Background: an optimization exercise with open tools, aiming at small area, a short achievable clock period and few clock cycles. Do not read the settings as production practice.
At most, simulation tests tie the RTL to the original design; equivalence was not proved.
Power figures rest on the tool's default switching activity, not on a simulated workload.

== old ==
## tpfc
module tpfc (
    input  wire        clk,
    input  wire        rst,
    output wire        ready,
    input  wire        reg_req,
    input  wire        reg_we,
    input  wire [5:0]  reg_addr,
    input  wire [31:0] reg_wdata,
    output reg  [31:0] reg_rdata,
    input  wire        fb_req,
    input  wire        fb_we,
    input  wire [16:0] fb_addr,
    input  wire [7:0]  fb_wdata,
    output reg  [7:0]  fb_rdata,
    input  wire        cmd_valid,
    input  wire [15:0] cmd
);
    localparam integer FB_SIZE     = 40;
    localparam integer MAX_PAYLOAD = 32;
    localparam [7:0]   TPIDX_MAX   = 8'd1;
    localparam [7:0]   SYNC1       = 8'hB5;
    localparam [7:0]   SYNC2       = 8'h62;
    localparam [3:0] E_OK     = 4'd0;
    localparam [3:0] E_RATIO  = 4'd1;
    localparam [3:0] E_INDEX  = 4'd2;
    localparam [3:0] E_TRUNC  = 4'd3;
    localparam [3:0] E_SYNC   = 4'd4;
    localparam [3:0] E_LENGTH = 4'd5;
    localparam [3:0] E_CKSUM  = 4'd6;
    localparam [3:0] E_ILLEGAL= 4'd7;
    localparam [3:0] E_RANGE  = 4'd8;
    localparam [1:0] M_RANGE = 2'd0;
    localparam [1:0] M_FRAME = 2'd1;
    localparam [1:0] M_VAL   = 2'd2;
    function [15:0] csa;
        input [7:0] a, b, c;
        begin
            csa[7:0]  = a ^ b ^ c;
            csa[15:8] = {((a[6:0] & b[6:0]) | (a[6:0] & c[6:0]) | (b[6:0] & c[6:0])), 1'b0};
        end
    endfunction
    reg [3:0]  err;
    reg        sealed;
    reg [7:0]  ck_a, ck_b;
    reg [7:0]  cls, id;
    reg [15:0] plen;
    reg [16:0] flen;
    reg [16:0] rstart, rcount;
    reg [7:0]  tpidx;
    reg [31:0] freq, freqlock, ratio, ratiolock;
    reg [15:0] antdelay, rfdelay;
    reg [31:0] userdelay, flags;
    reg [15:0] navbbr;
    reg [7:0]  resetmode;
    reg [31:0] fixed;
    wire [7:0] fb [0:FB_SIZE-1];      
    reg        busy;          
    reg        s1;            
    reg        s2;            
    reg        s2l;           
    reg        s1f;           
    reg        ckr1, ckr2;    
    reg        rhi, rcar;     
    reg        rnil;          
    reg [2:0]  vslo;          
    reg        s2f;           
    reg        fin;           
    reg        fin2;          
    reg        val2;          
    reg        ma;            
    reg        r2f1;          
    reg        r2fl;          
    reg        tp1;           
  ...
clock: 8.0 ns
lec_check: 0
cap_margin: 30
core_margin: 2
core_utilization: 40
place_density: 0.6
setup_slack_margin: 4.5
slew_margin: 30
run.sh (not shown) runs the stock make flow with config.mk's settings and CLKGATE_MAP_FILE= SYNTH_SCRIPT=/design/flow/synth_recipe.tcl, a recipe that flattens the netlist after the stock synthesis.
Testbench counts of old, summed over its fixed seeds: cycles 117,248.
The following lists how new was set up differently from old:
diff --git a/flow/design.v b/flow/design.v
--- a/flow/design.v
+++ b/flow/design.v
@@ -134,23 +134,23 @@
     wire d_bldpoll = (op == 8'h32) && imm0;
     wire [15:0] ckb_c = csa(ck_a, ck_b, imm);
     wire [7:0]  ckb_a = ck_a + imm;
     wire [7:0]  ckb_b = ckb_c[7:0] + ckb_c[15:8];
     wire        range_hi  = (rstart[16:6] != 11'd0) || (rcount[16:6] != 11'd0);
     wire        range_nil = (rcount == 17'd0);
     wire        rbad      = rhi || ({rcar, e1} > FB_SIZE);    
-    wire        plen_bad  = (plen[15:6] != 10'd0) || (plen[5:0] > MAX_PAYLOAD);
+    wire        plen_bad  = plen > MAX_PAYLOAD;
     wire        tpidx_bad = tpidx > TPIDX_MAX;
     wire        tp_ok     = !ratio_bad && !lock_bad && !tpidx_bad;
     wire [15:0] fb_len    = {fb[5], fb[4]};
-    wire        v_range   = (flen[16:6] != 11'd0) || (flen[5:0] > FB_SIZE);
-    wire        v_trunc   = (flen[16:3] == 14'd0);
+    wire [16:0] flen_m8   = flen - 17'd8;
+    wire        v_range   = flen > FB_SIZE;
+    wire        v_trunc   = flen < 17'd8;
     wire        v_sync    = fb[0] != SYNC1 || fb[1] != SYNC2;
-    wire [5:0]  flen_m8   = flen[5:0] - 6'd8;
-    wire        v_length  = (fb[5] != 8'd0) || (fb[4] != {2'd0, flen_m8});
+    wire        v_length  = {1'b0, fb_len} != flen_m8;
     wire        v_ok      = !v_range && !v_trunc && !v_sync && !v_length;
     wire go_encode = acc_cmd && d_encode && !plen_bad;
     wire go_tp     = acc_cmd && d_bldtp && tp_ok;
     wire go_rst    = acc_cmd && d_bldrst;
     wire go_poll   = acc_cmd && d_bldpoll && !tpidx_bad;
     wire go_hdr    = go_encode || go_tp || go_rst || go_poll;
     wire [7:0] h_cls   = op[4] ? 8'h06 : cls;
@@ -218,17 +218,14 @@
     wire [2:0]  tt  = ~ve[2:0];
     wire [15:0] f1  = csa(acc_b, ~(tt[0] ? acc_a : 8'd0), ~(tt[1] ? {acc_a[6:0], 1'b0} : 8'd0));
     wire [15:0] f2  = csa(f1[7:0], {f1[15:9], 1'b1}, ~(tt[2] ? {acc_a[5:0], 2'd0} : 8'd0));
     wire [8:0]  f3  = {f2[7:0], 1'b1} + {f2[15:9], 1'b1, 1'b1};
     wire [7:0]  fb_b = f3[8:1];
     wire [7:0] rd_byte  = (fb_addr < 17'd40) ? fb[fb_addr[5:0]] : 8'd0;
     wire [7:0] yor = y[0] | y[1] | y[2] | y[3] | y[4] | y[5] | y[6] | y[7];
-    reg  [7:0] xq;       
-    always @(posedge clk)
-        xq <= yor;
     wire [63:0] ra;      
     genvar k;
     generate
         for (k = 0; k < 64; k = k + 1) begin : g_ra
             assign ra[k] = (reg_addr == k);
         end
     endgenerate
@@ -423,25 +420,25 @@
             rhi   <= range_hi;
             rnil  <= range_nil;
         end else if (ckr2) begin
             lastq <= rg_one;
             gsel  <= slot_of(vg);
             gmask <= rg_msk;
         end else begin
-            if (s1 && !lastq) begin
+            if (s1) begin
                 vg    <= vg_n;
                 lastq <= last_n;
                 gsel  <= slot_of(vg_n);
                 gmask <= last_n ? mask_to(ve[2:0]) : 8'hFF;
             end
-            if (s1 && lastq) begin
+            if (s2l) begin
                 gsel  <= slot_of(x1_v[5:3]);
                 gmask <= 8'd1 << x1_v[2:0];
             end
-            if (s2l) begin
+            if (fin) begin
                 gsel  <= slot_of(x2_v[5:3]);
                 gmask <= 8'd1 << x2_v[2:0];
             end
         end
     end
     wire [5:0] x1_v = e1 + 6'd6;       
     wire [5:0] x2_v = e1 + 6'd7;       
@@ -584,15 +581,15 @@
             if (s1) begin
                 s1f <= 1'b0;
                 if (lastq)
                     s1 <= 1'b0;
             end
             fin <= s2l;
             if (fin) begin
-                ma   <= (acc_a == xq);
+                ma   <= (acc_a == yor);
                 case (mode)
                     M_RANGE: begin
                         busy <= 1'b0;
                         err  <= E_OK;
                     end
                     M_FRAME: begin
                         fin2 <= 1'b1;
@@ -611,15 +608,15 @@
                 flen   <= {11'd0, e1} + 17'd2;
                 sealed <= 1'b1;
                 err    <= E_OK;
             end
             if (val2) begin
                 val2 <= 1'b0;
                 busy <= 1'b0;
-                if (ma && ck_b == xq) begin
+                if (ma && ck_b == yor) begin
                     cls    <= fb[2];
                     id     <= fb[3];
                     plen   <= fb_len;
                     sealed <= 1'b1;
                     err    <= E_OK;
                 end else begin
                     sealed <= 1'b0;
--- outcome ---
Wire: new routes less than old. Total area of sequential cells ended up 0.61% lower on new than on old. old → new: simple-gate area share of the yosys netlist decreased 1.9 points; met2 global-route usage decreased 4.1 points. Wire length of the first global-routing pass went down by a few percent going from old to new. Compared with old, new instantiates a smaller number of standard cells. As of new, total power of the final layout had fallen slightly compared to old. Going from old to new, global-route total usage across every layer shrinks by 1.6 points. The launching element of the worst setup path comes out gsel[2] in one run and gmask[1] in the other, namely in new and old respectively.
Only the layout flow was run in new; the RTL was not checked for function there.

separate check: timing with driven ports:
Ports are ideal in the flow. The routed layouts listed here were re-timed in OpenROAD. Step 1 (the two cells are an assumption about what drives the block):
set clk [get_ports {clk}]
set_driving_cell -lib_cell sky130_fd_sc_hd__clkbuf_16 $clk
set_driving_cell -lib_cell sky130_fd_sc_hd__buf_2 [delete_from_list [all_inputs] $clk]
Step 2 times the ports against the registers' clock, not the clock port: input delays grow and output delays shrink by t, the midpoint of the rising clock arrivals with the driver on. a / b / c = no drivers / after step 1 / after step 2; a / b = the first two.
| run | t (ns) | slack for setup (ns) | hold WS [ns] | latest minus earliest clock arrival (ns) | cell pins on the clock port's net |
|---|---|---|---|---|---|
| old | 0.825 | 4.376 / 4.376 / 3.680 | 0.429 / 0.429 / 0.429 | 0.033 / 0.033 | 1 |
| new | 0.819 | 4.014 / 4.014 / 3.517 | 0.433 / 0.433 / 0.433 | 0.046 / 0.046 | 1 |
After both steps every run listed still meets setup and hold. The setup slack of old, which loses most, moves by 0.000 ns with the drivers and by -0.696 ns with both steps.
